Source: an optimization exercise on an open RTL-to-GDS flow (aim: small area). Production flows keep margins and buffers that such runs may drop.
Function was not checked in any run shown here: the RTL went through the layout flow alone.
The flow treats the clock pin as an ideal source, which a real chip does not have.
Power figures rest on the tool's default switching activity, not on a simulated workload.

===== flow/standard.sh =====
#!/bin/bash
# synth_recipe.tcl (not shown) runs the flow's synth.tcl, then flattens the netlist and writes it again
# the make line also repeats each setting of config.mk as NAME=value (left out here)
make -C /OpenROAD-flow-scripts/flow DESIGN_CONFIG=/design/flow/config.mk WORK_HOME=/design/flow/orfs CLKGATE_MAP_FILE= SYNTH_SCRIPT=/design/flow/synth_recipe.tcl "${@:-finish}"

===== flow/flow/cts_size.tcl =====
proc cts_leaf_max_slew { inst } {
  set mx 0
  foreach t [$inst getITerms] {
    if {![$t isOutputSignal]} { continue }
    foreach s [[$t getNet] getITerms] {
      if {![$s isInputSignal]} { continue }
      set pin [get_pins [[$s getInst] getName]/[[$s getMTerm] getName]]
      foreach prop {slew_max_rise slew_max_fall} {
        set v [get_property $pin $prop]
        if {$v > $mx} { set mx $v }
      }
    }
  }
  return $mx
}
proc cts_leaf_is_leaf { inst } {
  foreach t [$inst getITerms] {
    if {![$t isOutputSignal]} { continue }
    foreach s [[$t getNet] getITerms] {
      if {[$s isInputSignal] && [[$s getMTerm] getName] ne "CLK"} { return 0 }
    }
  }
  return 1
}
estimate_parasitics -placement
set cts_sized 0
foreach inst [[ord::get_db_block] getInsts] {
  if {![string match "clkbuf_*" [$inst getName]]} { continue }
  set master [[$inst getMaster] getName]
  if {![string match "sky130_fd_sc_hd__clkbuf_*" $master]} { continue }
  if {![cts_leaf_is_leaf $inst]} { continue }
  foreach c {sky130_fd_sc_hd__clkbuf_2 sky130_fd_sc_hd__clkbuf_4 sky130_fd_sc_hd__clkbuf_8} {
    replace_cell [get_cells [$inst getName]] $c
    estimate_parasitics -placement
    if {[cts_leaf_max_slew $inst] <= 0.10 || $c eq $master} { break }
  }
  if {$c ne $master} { incr cts_sized }
  puts "cts_size: [$inst getName] $master -> $c, slew [cts_leaf_max_slew $inst]"
}
puts "cts_size: resized $cts_sized leaf clock buffers"

===== flow/flow/run.sh =====
#!/bin/bash
# The standard layout (standard.sh: ORFS synthesis, floorplan, place,
# CTS, route, finish), with these changes made through the environment that
# ORFS reads:
#  - synthesis maps the logic with the ABC script flow/abc_area.script (a
#    stronger area-oriented mapping; ABC only sees the combinational logic,
#    so the registers are those of the standard synthesis), and leaves the
#    adders to ABC instead of mapping them to fixed full/half adder cells;
#  - the input and output port buffers use the smallest buffer cell;
#  - clock tree synthesis inserts no dummy loads and uses clkbuf_8 buffers;
#    after it, flow/cts_size.tcl sizes each leaf clock buffer down to the
#    smallest clkbuf that keeps the register clock-pin slew at 0.10 ns or less.
# The full make output goes to standard.log; ORFS's own per-step logs are
# under orfs/logs/.
set -o pipefail
rm -rf scripts_abc
cp -r "$FLOW_HOME/scripts" scripts_abc
cp flow/abc_area.script scripts_abc/abc_area.script
export SCRIPTS_DIR="$PWD/scripts_abc"
export ABC_AREA=1
export ADDER_MAP_FILE=
export REMOVE_ABC_BUFFERS=1
export SKIP_REPAIR_TIE_FANOUT=1
export BUFFER_PORTS_ARGS="-buffer_cell sky130_fd_sc_hd__buf_1"
export POST_CTS_TCL="$PWD/flow/cts_size.tcl"
export CTS_ARGS="-sink_clustering_enable -repair_clock_nets -dont_use_dummy_load -buf_list sky130_fd_sc_hd__clkbuf_8"
bash standard.sh > standard.log 2>&1

===== flow/design.v =====
module psk_packer (
    input  wire        clk,
    input  wire        rst,
    input  wire        tok_valid,
    output wire        tok_ready,
    input  wire [2:0]  tok_tag,
    input  wire [15:0] tok_data,
    input  wire        hold,        
    input  wire [4:0]  lc,          
    input  wire        pop,
    output wire        q_vis,       
    output wire [2:0]  h_tag,
    output wire [7:0]  h_d
);
    reg [7:0]  acc_q;       
    reg        lz_q;
    reg        run_q;       
    reg [7:0]  s0_q;        
    reg [7:0]  s1_q;        
    reg [2:0]  t1_q;        
    reg        v0_q, v1_q, g_q;
    wire busy     = run_q;
    wire [3:0] bi = ~lc[3:0];   
    wire q_empty  = !v0_q && !v1_q && !g_q;
    wire is_data  = (tok_tag == 3'd0);
    wire a_empty  = (acc_q == 8'd1);
    wire pk_ok    = !hold && (busy || (q_empty && (lc == 5'd0)));
    wire pk_go    = tok_valid && pk_ok;
    wire pk_b     = is_data & tok_data[bi];
    wire pk_shift = pk_go && (is_data || !a_empty);
    wire [7:0] unit = {acc_q[6:0], pk_b};
    wire unit_done = pk_shift && acc_q[7];
    wire pk_stop  = is_data ? ((!pk_b && lz_q) || (bi == 4'd0)) : a_empty;
    assign tok_ready = pk_ok && pk_stop;
    wire tok_fire = tok_valid && tok_ready;
    assign q_vis = !busy && !q_empty;
    assign h_tag = v0_q ? 3'd0 : (g_q ? 3'd0 : t1_q);
    assign h_d   = v0_q ? s0_q : (g_q ? 8'd0 : s1_q);
    always @(posedge clk) begin
        if (rst) begin
            acc_q <= 8'd1;
            lz_q  <= 1'b0;
            run_q <= 1'b0;
            v0_q  <= 1'b0;
            v1_q  <= 1'b0;
            g_q   <= 1'b0;
        end else begin
            if (pk_go) run_q <= !tok_fire;
            if (pk_shift) begin
                acc_q <= acc_q[7] ? 8'd1 : unit;
                if (is_data) lz_q <= !pk_b;
            end
            if (unit_done) begin
                if (!v0_q) begin
                    s0_q <= unit;
                    v0_q <= 1'b1;
                    g_q  <= !is_data && (unit[1:0] == 2'b00) && (unit != 8'd0);
                end else begin
                    s1_q <= unit;
                    t1_q <= 3'd0;
                    v1_q <= 1'b1;
                end
            end
            if (pk_go && !is_data && a_empty) begin
                s1_q <= tok_data[7:0];
                t1_q <= tok_tag;
                v1_q <= 1'b1;
            end
            if (pop) begin
                if (v0_q)      v0_q <= 1'b0;
                else if (g_q)  g_q  <= 1'b0;
                else           v1_q <= 1'b0;
            end
        end
    end
endmodule
module psk_pq (
    input  wire        clk,
    input  wire        rst,
    input  wire        start_ok,    
    input  wire        accepted,    
    input  wire [63:0] t,
    output reg  [4:0]  lc_q,        
    output reg         mul_q,       
    output reg  [6:0]  rem_q,       
    output wire [1:0]  qd,          
    output reg         diff_q       
);
    reg [25:0] ce_q, co_q;
    reg        pend_q;
    wire lc0  = (lc_q == 5'd0);
    wire lc11 = (lc_q == 5'd11);
    wire lc25 = (lc_q == 5'd25);
    wire [6:0] rin = (lc0 && !mul_q) ? {2'b00, t[63:59]} : rem_q;
    wire [31:0] dhi, dlo;
    genvar gi;
    generate
        for (gi = 0; gi < 32; gi = gi + 1) begin : g_dig
            if (gi < 26) begin : g_v
                assign dhi[gi] = t[58 - 2*gi];
                assign dlo[gi] = t[57 - 2*gi];
            end else begin : g_z
                assign dhi[gi] = 1'b0;
                assign dlo[gi] = 1'b0;
            end
        end
    endgenerate
    reg  [1:0] fdg;
    always @* begin
        case (lc_q[2:0])
            3'd0:    fdg = t[6:5];
            3'd1:    fdg = t[4:3];
            3'd2:    fdg = t[2:1];
            3'd3:    fdg = {t[0], 1'b0};
            default: fdg = 2'b00;
        endcase
    end
    wire [1:0] dg  = mul_q ? fdg : {dhi[lc_q], dlo[lc_q]};
    wire [7:0] v1  = {rin, dg[1]};
    wire       q1  = (v1 >= 8'd125);
    wire [6:0] r1  = q1 ? (v1[6:0] + 7'd3) : v1[6:0];
    wire [7:0] v0  = {r1, dg[0]};
    wire       q0  = (v0 >= 8'd125);
    wire [6:0] r0  = q0 ? (v0[6:0] + 7'd3) : v0[6:0];
    assign qd = {q1, q0};
    wire real_now  = lc0 ? (!mul_q && start_ok) : pend_q;
    wire dx = (qd[0] ^ ce_q[25]) | (qd[1] ^ co_q[25]);
    always @(posedge clk) begin
        if (rst) begin
            lc_q   <= 5'd0;
            pend_q <= 1'b0;
            mul_q  <= 1'b0;
            diff_q <= 1'b1;
        end else begin
            lc_q   <= lc25 ? 5'd0 : lc_q + 5'd1;
            pend_q <= real_now && !lc25;
            if (lc25 && pend_q) mul_q <= 1'b1;
            else if (lc11)      mul_q <= 1'b0;
            if (accepted)      diff_q <= 1'b0;
            else if (real_now) diff_q <= diff_q | dx;
        end
        rem_q <= r0;
        ce_q <= {ce_q[24:0], real_now ? qd[0] : ce_q[25]};
        co_q <= {co_q[24:0], real_now ? qd[1] : co_q[25]};
    end
endmodule
module psk_sampler (
    input  wire        clk,
    input  wire        rst,
    input  wire        smp_valid,
    output wire        smp_ready,
    input  wire [4:0]  t_lo,        
    input  wire        cancel,
    input  wire [4:0]  lc_q,
    input  wire        mul_q,
    input  wire [6:0]  rem_q,
    input  wire [1:0]  qd,
    input  wire        diff_q,
    input  wire        q_vis,
    input  wire [2:0]  h_tag,
    input  wire [7:0]  h_d,
    output wire        pop,
    output reg         cancel_q,
    output wire [1:0]  fault_q,
    output wire        res_valid,
    output reg  [7:0]  res_amp,
    output wire        res_phase,
    output reg         res_ack,
    output wire [7:0]  res_handle
);
    localparam [1:0] K_OFF = 2'd0;
    localparam [1:0] K_PRE = 2'd1;
    localparam [1:0] K_TX  = 2'd2;
    localparam [1:0] K_END = 2'd3;
    wire lc0 = (lc_q == 5'd0);
    assign smp_ready = mul_q && (lc_q == 5'd10);
    assign res_valid = mul_q && (lc_q == 5'd11);
    wire smp_fire = smp_valid && smp_ready;
    function automatic ge_c14(input [13:0] x, input [13:0] c);
        integer i;
        reg     r;
        begin
            r = 1'b1;
            for (i = 0; i < 14; i = i + 1)
                r = c[i] ? (x[i] & r) : (x[i] | r);
            ge_c14 = r;
        end
    endfunction
    reg [1:0] kind_q;
    reg [5:0] c_q;        
    reg [7:0] h_q;        
    reg       phase_q, sn_q, fall_q, rise_q;
    assign res_phase  = phase_q;
    assign res_handle = h_q;
    reg [1:0] kind1;
    reg [5:0] c1, c2;
    reg [7:0] h1;
    reg [1:0] flt;
    reg       fire;
    reg       popr;
    reg       need;
    reg       tick, flip, bb, phase2, sn2, fall2, rise2;
    always @* begin
        kind1 = kind_q;
        c1    = c_q;
        h1    = h_q;
        flt   = 2'd0;
        fire  = 1'b0;
        popr  = 1'b0;
        need  = (kind_q == K_TX) ? c_q[3] : c_q[5];
        if (cancel_q) begin
            kind1 = K_OFF;
            c1    = 6'd0;
        end else if (need) begin
            if (kind_q == K_END) begin
                kind1 = K_OFF;
                c1    = 6'd0;
            end else if (q_vis) begin
                popr = 1'b1;
                case (h_tag)
                    3'd0: begin
                        if (kind_q == K_OFF) flt = 2'd2;
                        else begin
                            kind1 = K_TX;
                            h1    = h_d;
                            c1    = (h_d == 8'd0) ? 6'd7 : 6'd0;
                        end
                    end
                    3'd1: begin
                        h1 = h_d;
                        if (kind_q == K_OFF) begin
                            kind1 = K_PRE;
                            c1    = 6'd0;
                        end else fire = 1'b1;
                    end
                    3'd2: begin
                        h1   = h_d;
                        fire = 1'b1;
                    end
                    3'd3: begin
                        h1 = h_d;
                        if (kind_q == K_OFF) begin
                            fire = 1'b1;
                            c1   = 6'd0;
                        end else begin
                            kind1 = K_END;
                            c1    = 6'd0;
                        end
                    end
                    default: flt = 2'd1;
                endcase
            end
        end
        tick   = diff_q;
        c2     = c1;
        phase2 = phase_q;
        sn2    = sn_q;
        fall2  = fall_q;
        rise2  = rise_q;
        flip   = 1'b0;
        bb     = (popr && h_tag == 3'd0) ? h_d[7] : (c_q[3] ? 1'b0 : h_q[3'd7 - c_q[2:0]]);
        if (tick) begin
            sn2 = !sn_q;
            if (sn_q) begin
                case (kind1)
                    K_PRE, K_END: begin
                        if (!c1[5]) c2 = c1 + 6'd1;
                        if (c1 == 6'd31) fire = 1'b1;
                        flip = 1'b1;
                    end
                    K_TX: begin
                        if (!c1[3]) c2 = c1 + 6'd1;
                        flip = !bb;
                    end
                    default: flip = 1'b0;
                endcase
                phase2 = phase_q ^ flip;
                rise2  = fall_q | flip;
            end else begin
                case (kind1)
                    K_PRE, K_END: fall2 = 1'b1;
                    K_TX:         fall2 = !bb;
                    default:      fall2 = 1'b0;
                endcase
            end
        end
    end
    assign pop = smp_fire && popr && (flt == 2'd0);
    reg faulted_q;
    assign fault_q = faulted_q ? ((h_tag == 3'd0) ? 2'd2 : 2'd1) : 2'd0;
    wire [7:0] amp;
    psk_amp u_amp(.clk(clk), .mul_q(mul_q), .rem_q(rem_q), .qd(qd), .t_lo(t_lo), .sn2(sn2), .rise2(rise2), .fall2(fall2), .kind1(kind1), .c2(c2), .lc_q(lc_q), .res_amp(res_amp), .amp(amp));
    always @(posedge clk) begin
        if (rst) begin
            kind_q    <= K_OFF;
            c_q       <= 6'd32;
            phase_q   <= 1'b0;
            sn_q      <= 1'b1;
            fall_q    <= 1'b0;
            rise_q    <= 1'b0;
            cancel_q  <= 1'b0;
            faulted_q <= 1'b0;
        end else begin
            if (cancel) cancel_q <= 1'b1;
            if (smp_fire) begin
                if (flt != 2'd0) begin
                    faulted_q <= 1'b1;
                end else begin
                    kind_q  <= kind1;
                    c_q     <= c2;
                    h_q     <= h1;
                    phase_q <= phase2;
                    sn_q    <= sn2;
                    fall_q  <= fall2;
                    rise_q  <= rise2;
                end
            end
        end
        res_amp <= amp;
        res_ack <= fire;
    end
endmodule
module psk_amp (
    input  wire       clk,
    input  wire       mul_q,
    input  wire [6:0] rem_q,
    input  wire [1:0] qd,
    input  wire [4:0] t_lo,
    input  wire       sn2,
    input  wire       rise2,
    input  wire       fall2,
    input  wire [1:0] kind1,
    input  wire [5:0] c2,
    input  wire [4:0] lc_q,
    input  wire [7:0] res_amp,
    output wire [7:0] amp
);
    localparam [1:0] K_OFF = 2'd0;
    localparam [1:0] K_PRE = 2'd1;
    localparam [1:0] K_TX  = 2'd2;
    localparam [1:0] K_END = 2'd3;
    reg  [1:0] quarter_q;
    reg  [7:0] b_q;
    wire [6:0] beta  = b_q[7:1];
    wire       b0    = b_q[0];
    wire [7:0] d     = {1'b0, beta} - {1'b0, rem_q};
    wire       e_lt  = (!d[7] && (d[6:0] >= 7'd3)) ||
                       ((d == 8'd2) && (beta < (b0 ? 7'd127 : 7'd102))) ||
                       ((d == 8'd1) && (beta < (b0 ? 7'd76 : 7'd51))) ||
                       ((d == 8'd0) && b0 && (beta < 7'd25));
    wire       e_eq  = ((rem_q == 7'd0)   && (b_q == 8'd0))   ||
                       ((rem_q == 7'd25)  && (b_q == 8'd51))  ||
                       ((rem_q == 7'd50)  && (b_q == 8'd102)) ||
                       ((rem_q == 7'd75)  && (b_q == 8'd153)) ||
                       ((rem_q == 7'd100) && (b_q == 8'd204));
    wire       q3    = (quarter_q == 2'd3);
    wire [7:0] shape = q3 ? (~b_q - {7'd0, !e_lt && !e_eq}) : (b_q - {7'd0, e_lt});
    wire       in_b  = !sn2;
    wire       dip   = in_b ? (rise2 && (quarter_q == 2'd0)) : (fall2 && q3);
    wire [7:0] base  = dip ? shape : 8'd255;
    wire       lc5   = (lc_q == 5'd5);
    always @(posedge clk) begin
        if (mul_q) begin
            if (lc_q == 5'd0)
                quarter_q <= qd;
            if ((lc_q >= 5'd1) && (lc_q <= 5'd4))
                b_q <= {b_q[5:0], qd};
            else if (lc5)
                b_q <= base;
        end
    end
    wire        is_end = (kind1 == K_END);
    wire        full  = (kind1 == K_TX) || (c2[5] ^ is_end);
    wire [5:0]  g     = (kind1 == K_TX) ? 6'd31 : is_end ? (c2[5] ? 6'd0 : {1'b0, ~c2[4:0]}) : (c2[5] ? 6'd31 : c2);
    wire        off   = (kind1 == K_OFF);
    reg         gbit;
    always @* begin
        case (lc_q[2:0])
            3'd6:    gbit = g[0];
            3'd7:    gbit = g[1];
            3'd0:    gbit = g[2];
            3'd1:    gbit = g[3];
            default: gbit = g[4];
        endcase
    end
    wire [8:0]  asum  = res_amp + (gbit ? b_q : 8'd0);
    assign amp   = lc5 ? (full ? base : 8'd0) : (off ? 8'd0 : asum[8:1]);
endmodule
module psk_mod (
    input  wire        clk,
    input  wire        rst,
    input  wire        tok_valid,
    output wire        tok_ready,
    input  wire [2:0]  tok_tag,
    input  wire [15:0] tok_data,
    input  wire        cancel,
    input  wire        smp_valid,
    output wire        smp_ready,
    input  wire [63:0] smp_t,
    output wire        res_valid,
    output wire [7:0]  res_amp,
    output wire        res_phase,
    output wire [31:0] res_freq,
    output wire        res_ack,
    output wire [7:0]  res_handle,
    output wire [1:0]  fault
);
    assign res_freq = 32'd1000;
    wire        cancelled;
    wire        q_vis;
    wire [2:0]  h_tag;
    wire [7:0]  h_d;
    wire        pop;
    wire [4:0]  lc;
    wire        mul;
    wire [6:0]  rem;
    wire [1:0]  qd;
    wire        diff;
    psk_packer u_packer (
        .clk       (clk),
        .rst       (rst),
        .tok_valid (tok_valid),
        .tok_ready (tok_ready),
        .tok_tag   (tok_tag),
        .tok_data  (tok_data),
        .hold      (cancelled || (fault != 2'd0) || mul),
        .lc        (lc),
        .pop       (pop),
        .q_vis     (q_vis),
        .h_tag     (h_tag),
        .h_d       (h_d)
    );
    psk_pq u_div (
        .clk      (clk),
        .rst      (rst),
        .start_ok (smp_valid && (fault == 2'd0)),
        .accepted (smp_valid && smp_ready),
        .t        (smp_t),
        .lc_q     (lc),
        .mul_q    (mul),
        .rem_q    (rem),
        .qd       (qd),
        .diff_q   (diff)
    );
    psk_sampler u_sampler (
        .clk        (clk),
        .rst        (rst),
        .smp_valid  (smp_valid),
        .smp_ready  (smp_ready),
        .t_lo       (smp_t[4:0]),
        .cancel     (cancel),
        .lc_q       (lc),
        .mul_q      (mul),
        .rem_q      (rem),
        .qd         (qd),
        .diff_q     (diff),
        .q_vis      (q_vis),
        .h_tag      (h_tag),
        .h_d        (h_d),
        .pop        (pop),
        .cancel_q   (cancelled),
        .fault_q    (fault),
        .res_valid  (res_valid),
        .res_amp    (res_amp),
        .res_phase  (res_phase),
        .res_ack    (res_ack),
        .res_handle (res_handle)
    );
endmodule

===== flow/flow/abc_area.script =====
strash
&get -n
&fraig -x
&st
&dc2
&syn2
&dch -f
&nf -R 1000
&st
&dc2
&syn2
&dch -f
&nf -R 1000
&st
&dc2
&syn2
&dch -f
&nf -R 1000
&put

===== flow/config.mk =====
export PLATFORM = sky130hd
export DESIGN_NAME = psk_mod
export DESIGN_NICKNAME = psk_mod
export VERILOG_FILES = /design/flow/design.v
export SDC_FILE = /design/flow/constraint.sdc
export NUM_CORES = 4
export LEC_CHECK = 0
export ABC_AREA = 1
export CAP_MARGIN = 20
export CORE_MARGIN = 2
export CORE_UTILIZATION = 40
export GPL_TIMING_DRIVEN = 0
export SLEW_MARGIN = 20

===== flow/constraint.sdc =====
create_clock -name core_clock -period 100.0 [get_ports {clk}]
set_input_delay 20.0000 -clock core_clock [delete_from_list [all_inputs] [get_ports {clk}]]
set_output_delay 20.0000 -clock core_clock [all_outputs]
set_load 0.01 [all_outputs]

==> results.txt, run 1 <==
setup TNS=0 ns; register area share after synthesis=0.462; Reg area=3170 um^2; Final setup viols=0; fin util=0.449; peak supply drop=slightly below 0.008 mV; commonest cells in the netlist=114 x nor2_1, 103 x dfxtp_1, 89 x nand2_1; Synth cell types=61; Worst Clk Skew=0.0325 ns; Leakage Power=between 2 and 3 nW; largest net degree at the start of global routing=35; initial antenna violation count=0; layout cells sized above 1=0.0263; Final Cycle Share=0.416; final WL=~17000 um; most common cell in the netlist=nor2_1; first-pass GRT wire length=between 20000 and 30000 um; r2r endpoint=u_sampler.res_amp[6]; Fmax=roughly 24 MHz; PD cells=16.2 nW/um^2; synthesized area=~6900 um^2; Post-synth EDFFs=37; Initial Util=0.411; Post-route DRC=0; Seq cells post-synth=140; fill count=1680; worst endpoint required time=approximately 80 ns; Hold Path Cell Cnt=0; clk latency of the worst-skew pair=0.42 ns; GPL Wtd Cong=around 0.94; vias in the first global route=approximately 5500; dpl hpwl=12500 um; r2r startpoint=u_packer.v0_q; clk sinks=140; Worst setup EP type=primary output; Die Y=~140 um; drt initial violations=454; multi-input combinational cell area=3430 um^2; post-layout min period=~42 ns; Tot GR Track Use=0.195; Max-cap violations=0; Area after DPL=7330 um^2; final instance area=between 7000 and 8000 um^2; ys flop type=dfxtp_1; worst-margin pin slew=1.00 ns; total I/O pin count=~140; Hold WS=between 0.3 and 0.4 ns; Routed WL per cell=~16 um; worst min path class=reg -> reg; Worst Setup Path Type=in -> out; PnR worst setup slack=roughly 60 ns; row count=47; startpoint type of the worst setup path=input port; outcome=complete, no violations; Final ANT Viol Nets=0; drt via density=between 5 and 6; DR vias=between 5000 and 6000; async set-reset flop share out of synthesis=0; Final Hold Viols=0; count of final max-slew check failures=0; share of the synthesized area in the top cell type=0.300; synth top area cells=dfxtp_1 30%, edfxtp_1 16%, nor2_1 6.2%; core outline area=roughly 17000 um^2; syn_area_per_cell=about 8.8 um^2; post-synth top area cell=dfxtp_1; CP max FO=3; Worst R2R Setup Slack=around 94 ns; drt pass-1 iters=6; diode count=0; GRT Residual Overflow=0; Post-layout nets=approximately 960; Die ar.=~18000 um^2; Rel. slew slack=0.327; CTS tree=done; Gate Count Post-Synth=777; CTS clk-pin slew, worst paths=~0.10 ns; synth warn=4; IO Port Bufs=110; Register-to-Register Path Depth=27; unrepaired setup endpoints after global routing=no; Worst Path Arrival=about 22 ns; worst hold endpoint=u_div.ce_q[25]; DIE WIDTH=between 100 and 150 um; pre-CTS setup slack=approximately 58 ns; min-delay src=u_div.ce_q[24]; P&R area growth vs syn=9.16%
[sequential cells by signal, indices dropped and copies added, names as in the netlist, 2 cells and up]
register	flops
u_sampler.h_q	8
u_div.co_q	26
u_div.rem_q	7
u_packer.t1_q	3
u_sampler.c_q	6
u_sampler.u_amp.b_q	8
u_packer.acc_q	8
u_div.ce_q	26
u_packer.s0_q	8
u_sampler.u_amp.quarter_q	2
u_packer.s1_q	8
u_sampler.kind_q	2
u_div.lc_q	5
u_sampler.res_amp	8
[layout make-up]
class | instances | share of cell area
inverters | 10 | 0.00500
multi-input cells | 595 | 0.457
repair buffers | 111 | 0.0562
well taps | 220 | 0.0367
clock buffers | 17 | 0.0220
flip-flops and latches | 140 | 0.423
[worst max path at each step]
| stage | startpoint | to | slack, ns | cells past startpoint |
|---|---|---|---|---|
| global placement | tok_data[12] | tok_ready | 58.47 | 11 |
| detailed placement | tok_data[12] | tok_ready | 58.47 | 11 |
| floorplan | tok_data[12] | tok_ready | 58.90 | 9 |
| global route | tok_data[15] | tok_ready | 58.29 | 11 |
| finish | tok_data[15] | tok_ready | 58.44 | 11 |
[through the flow]
step,total power [mW],cells
floorplan,0.0879,745
global placement,0.0953,1075
detailed placement,0.0953,1076
global route,0.129,1093
finish,0.122,1093
[critical path, cell delays in order]
cell	delay, ns
buf_1	0.09
a221oi_1	0.27
nand2_1	0.09
a21oi_1	0.12
a311oi_1	0.07
a21oi_1	0.28
a21oi_1	0.10
nor2_1	0.09
nor2_1	0.07
nor2b_1	0.21
buf_1	0.19
[metal layers]
metal,track usage,part of all wire,up-vias
li1,-,-,3026
met1,0.269,0.46,2706
met2,0.302,0.45,230
met3,0.0402,0.066,28
met4,0.0729,0.024,0
met5,0,0,-
[cell families (layout without fill, tap and decap cells)]
group           Yosys count  in the layout  synth area share
mux                      11             11            0.0200
compound gates          214            214             0.208
buf+inv                  42            138            0.0404
other cells               2              2           0.00109
xor+xnor                 28             28            0.0357
simple gates            335            335             0.226
flops                   140            140             0.462
fa+ha+maj                 5              5           0.00728
[cells in the final DEF, fill, tap and decap left out, types with 11 or more instances in the layout]
master | synthesis | routed
nor2_1 | 114 | 113
buf_1 | 0 | 109
dfxtp_1 | 103 | 103
nand2_1 | 89 | 89
a21oi_1 | 54 | 54
o21ai_0 | 38 | 37
edfxtp_1 | 37 | 37
nor3_1 | 28 | 27
nand3_1 | 20 | 20
o22ai_1 | 17 | 17
nor2b_1 | 15 | 15
a211oi_1 | 15 | 15
and2_0 | 14 | 14
xor2_1 | 14 | 14
xnor2_1 | 14 | 14
nand2b_1 | 12 | 12
a22oi_1 | 12 | 12
clkbuf_4 | 0 | 11
[report_power, final]
group,total (mW),internal (mW),switching [mW]
Sequential,0.0703,0.0652,0.00504
Combinational,0.0239,0.00987,0.0140
Clock,0.0275,0.0104,0.0171
==> inputs of run 2 (changes only) <==
--- a/flow/design.v
+++ b/flow/design.v
@@ -344,17 +344,13 @@
     wire [6:0] beta  = b_q[7:1];
     wire       b0    = b_q[0];
     wire [7:0] d     = {1'b0, beta} - {1'b0, rem_q};
-    wire       e_lt  = (!d[7] && (d[6:0] >= 7'd3)) ||
-                       ((d == 8'd2) && (beta < (b0 ? 7'd127 : 7'd102))) ||
-                       ((d == 8'd1) && (beta < (b0 ? 7'd76 : 7'd51))) ||
-                       ((d == 8'd0) && b0 && (beta < 7'd25));
-    wire       e_eq  = ((rem_q == 7'd0)   && (b_q == 8'd0))   ||
-                       ((rem_q == 7'd25)  && (b_q == 8'd51))  ||
-                       ((rem_q == 7'd50)  && (b_q == 8'd102)) ||
-                       ((rem_q == 7'd75)  && (b_q == 8'd153)) ||
-                       ((rem_q == 7'd100) && (b_q == 8'd204));
+    wire       d_neg = d[7];
+    wire       d_big = !d[7] && (d[6:2] != 5'd0 || d[1:0] == 2'd3);
+    wire [6:0] thr   = (d[1:0] == 2'd0) ? {2'b00, b0, b0, 1'b0, 1'b0, b0} :       
+                       (d[1:0] == 2'd1) ? (b0 ? 7'd76 : 7'd51) : (b0 ? 7'd127 : 7'd102);
     wire       q3    = (quarter_q == 2'd3);
-    wire [7:0] shape = q3 ? (~b_q - {7'd0, !e_lt && !e_eq}) : (b_q - {7'd0, e_lt});
+    wire       e     = q3 ? (d_neg || (!d_big && (beta > thr))) : (d_big || (!d_neg && (beta < thr)));
+    wire [7:0] shape = (b_q ^ {8{q3}}) - {7'd0, e};
     wire       in_b  = !sn2;
     wire       dip   = in_b ? (rise2 && (quarter_q == 2'd0)) : (fall2 && q3);
     wire [7:0] base  = dip ? shape : 8'd255;
==> run 2 against run 1 <==
Compared with the run above:
- non-clock buffer count unchanged
- clock power rose by 5%
- core utilization is 0.51 points lower
- worst hold slack improved by 0.0039 ns
- synthesized cell count is 1.5% higher
- critical path type unchanged
- area after synthesis grew 1.4%
- cell count rose by 1.6%
- die area is 1.4% higher
- clock skew shrank 0.0028 ns
- register-to-register slack better by 0.64 ns
- setup slack worse by 0.093 ns
- combinational power increased by 17%
==> results.txt, run 2 <==
Max-cap violations=0 (unchanged); pre-CTS setup slack=58.35 ns (-0.119 ns); Final setup viols=0 (unchanged); Tot GR Track Use=0.196 (+0.00113); total I/O pin count=143 (unchanged); top flop regs=u_div.ce_q (26), u_div.co_q (26); met3 GRT Util=0.0477 (+0.00756); first-pass GRT wire length=28200 um (+0.30%); initial antenna violation count=1 (+1); synth top area cells=dfxtp_1 30%, edfxtp_1 16%, nor2_1 6.5%; Die ar.=18500 um^2 (+1.4%); clk latency of the worst-skew pair=0.43 ns (about the same); Die Y=136 um (+0.68%); Post-layout nets=975 (+1.2%); Synth cell types=57 (-6.6%); worst min path class=reg -> reg; peak supply drop=0.00931 mV (+19%); Worst Clk Skew=0.0297 ns (-0.00284 ns); row count=48 (+2.1%); Worst setup EP type=primary output; GPL Wtd Cong=0.844 (-9.8%); unrepaired setup endpoints after global routing=no; most common cell in the netlist=nor2_1; drt via density=5.38 (-1.8%); Initial Util=0.406 (-0.00571); CTS clk-pin slew, worst paths=0.08 ns (-0.02 ns); clock network fraction of design power=0.227 (about the same); drt pass-1 iters=6 (unchanged); GRT busiest layer=met2; cell-internal power=0.0886 mW (+3.6%); P&R area growth vs syn=9.43%; IO Port Bufs=110 (unchanged); Post-synth EDFFs=37 (unchanged); startpoint type of the worst setup path=input port; Final ANT Viol Nets=0 (unchanged); syn_area_per_cell=8.83 um^2 (-0.12%); Logic pwr share=0.219 (+0.023); synth warn=4 (unchanged); post-synth top area cell=dfxtp_1; outcome=complete, no violations; share of the synthesized area in the top cell type=0.296 (-0.00420); DIE WIDTH=136 um (+0.68%); core outline area=17200 um^2 (+2.8%); PnR worst setup slack=58.34 ns (-0.0933 ns); Gate Count Post-Synth=789 (+1.5%); vias in the first global route=5486 (+0.38%); GRT met1 Usage=0.263 (-0.00571); leading cell type in the layout, fill and taps excluded=nor2_1; Final Hold Viols=0 (unchanged); Switching Share=0.303 (+0.00559); Fmax=24.0 MHz (-0.22%); final WL=17700 um (+3.1%); synthesized area=6970 um^2 (+1.4%); Seq cells post-synth=140 (unchanged); CP max FO=3 (unchanged); drt initial violations=413 (-9.0%); Hold WS=0.312 ns (+0.00386 ns); GR Util met2=0.310 (+0.00801); CTS tree=done; PD cells=16.7 nW/um^2 (+2.7%); Worst Setup Path Type=in -> out; post-layout min period=41.66 ns (+0.0933 ns); count of final max-slew check failures=0 (unchanged); worst-margin pin slew=1.12 ns (+0.114 ns); commonest cells in the netlist=120 x nor2_1, 103 x dfxtp_1, 77 x nand2_1; setup TNS=0 ns (unchanged); Leakage Power=2.71 nW (+3.1%); Routed WL per cell=15.9 um (+1.4%); GRT Residual Overflow=0 (unchanged); Post-route DRC=0 (unchanged); clk sinks=140 (unchanged); highest-count cells in the layout ignoring fill and taps=120 x nor2_1, 109 x buf_1, 103 x dfxtp_1; async set-reset flop share out of synthesis=0 (unchanged); Final Cycle Share=0.417 (+0.000933); register area share after synthesis=0.455 (-0.00647); sequential share of power=0.554 (-0.023); DR vias=5982 (-0.13%); Rel. slew slack=0.249 (-0.0788); largest net degree at the start of global routing=35 (unchanged); layout cells sized above 1=0.0271 (+0.000773); Worst Path Arrival=21.66 ns (+0.10 ns); worst endpoint required time=80.00 ns (about the same); Switch Pwr=0.0385 mW (+6.4%); ys flop type=dfxtp_1; dpl hpwl=12800 um (+1.9%)
## run 2: cell count changes in the layout (fill, tap and decap cells not counted), sizes merged, moves of 6 or more
cell,change
a211oi,-6
a31oi,+8
o21ai,+9
xor2,-6
nor2,+6
nand2,-12
xnor2,+22
## run 2: final timing paths
kind                                startpoint        endpoint  slack, ns  cells after the start
worst max register to register   u_div.lc_q[0]  u_div.rem_q[5]      94.14                     20
worst min register to register  u_div.co_q[24]  u_div.co_q[25]       0.31                      0
worst max-delay path              tok_data[13]       tok_ready      58.34                      9
worst min-delay path            u_div.co_q[24]  u_div.co_q[25]       0.31                      0
## run 2: kinds of logic after synthesis
group / after synthesis / share of synthesized area
AO/OA/AOI/OAI: 212 / 0.194
multiplexers: 15 / 0.0260
flip-flops: 140 / 0.455
XOR/XNOR: 44 / 0.0553
adder cells (fa/ha/maj): 8 / 0.0115
other: 2 / 0.00108
AND/OR/NAND/NOR: 326 / 0.217
buffers and inverters: 42 / 0.0399
## run 2: final cells by class
class | instances | area [um^2]
fillers | 1749 | 9550
multi-input cells | 607 | 3530
flip-flops and latches | 140 | 3170
repair buffers | 111 | 419
well taps | 225 | 282
clock buffers | 17 | 178
inverters | 10 | 37.5
diodes | 1 | 2.50
## run 2: per-layer routing
metal  up-vias  part of all wire  wire length (um)
met2       156              0.45              8010
met5         -                 0                 0
li1       3030                 -                 -
met4         0             0.018               314
met3        22             0.048               850
met1      2774              0.48              8470
## run 2: through the flow
step                instances  area, um^2  power, mW  utilization
global route             1111        7630      0.135        0.444
floorplan                 757        6730     0.0912            -
global placement         1092        7420     0.0990        0.432
detailed placement       1093        7440     0.0993        0.433
finish                   1111        7630      0.127        0.444
## run 2: power groups by stage
stage | Clock, mW | Sequential (mW) | Combinational [mW]
2_1_floorplan | 0 | 0.0699 | 0.0213
3_3_place_gp | 0 | 0.0716 | 0.0274
3_5_place_dp | 0 | 0.0716 | 0.0276
5_1_grt | 0.0323 | 0.0714 | 0.0315
6_report | 0.0288 | 0.0704 | 0.0279
## run 2: worst max-delay path: stages
cell	delay, ns
buf_1	0.07
a221o_1	0.30
a21oi_1	0.17
a221oi_1	0.11
a21oi_1	0.30
a21oi_1	0.11
o21ai_0	0.23
and2_0	0.19
buf_1	0.17

[separate check: timing with driven ports]
No port has a modelled driver above. Below, the same layouts with a new extraction and two added sets of constraints. Step 1, drivers: a clkbuf_16 drives clk and a buf_2 each remaining input, both assumed. Step 2 moves the port delays by t, midway between the first and last clock arrival at a register: inputs arrive t later, outputs are due t later. That takes back most of the time a late clock gives input paths. a / b / c = no drivers / after step 1 / after step 2; a / b = the first two.
| run | t (ns) | setup slack, ns | worst hold slack (ns) | clock arrival spread, ns | pins driven straight from the clock port |
|---|---|---|---|---|---|
| run 1 | 0.448 | 58.436 / 58.413 / 58.413 | 0.308 / 0.308 / 0.308 | 0.033 / 0.033 | 1 |
| run 2 | 0.449 | 58.343 / 58.323 / 58.323 | 0.312 / 0.312 / 0.312 | 0.030 / 0.029 | 1 |
After both steps every run listed still meets setup and hold. The setup slack of run 1, which loses most, moves by -0.023 ns with the drivers and by -0.023 ns with both steps.
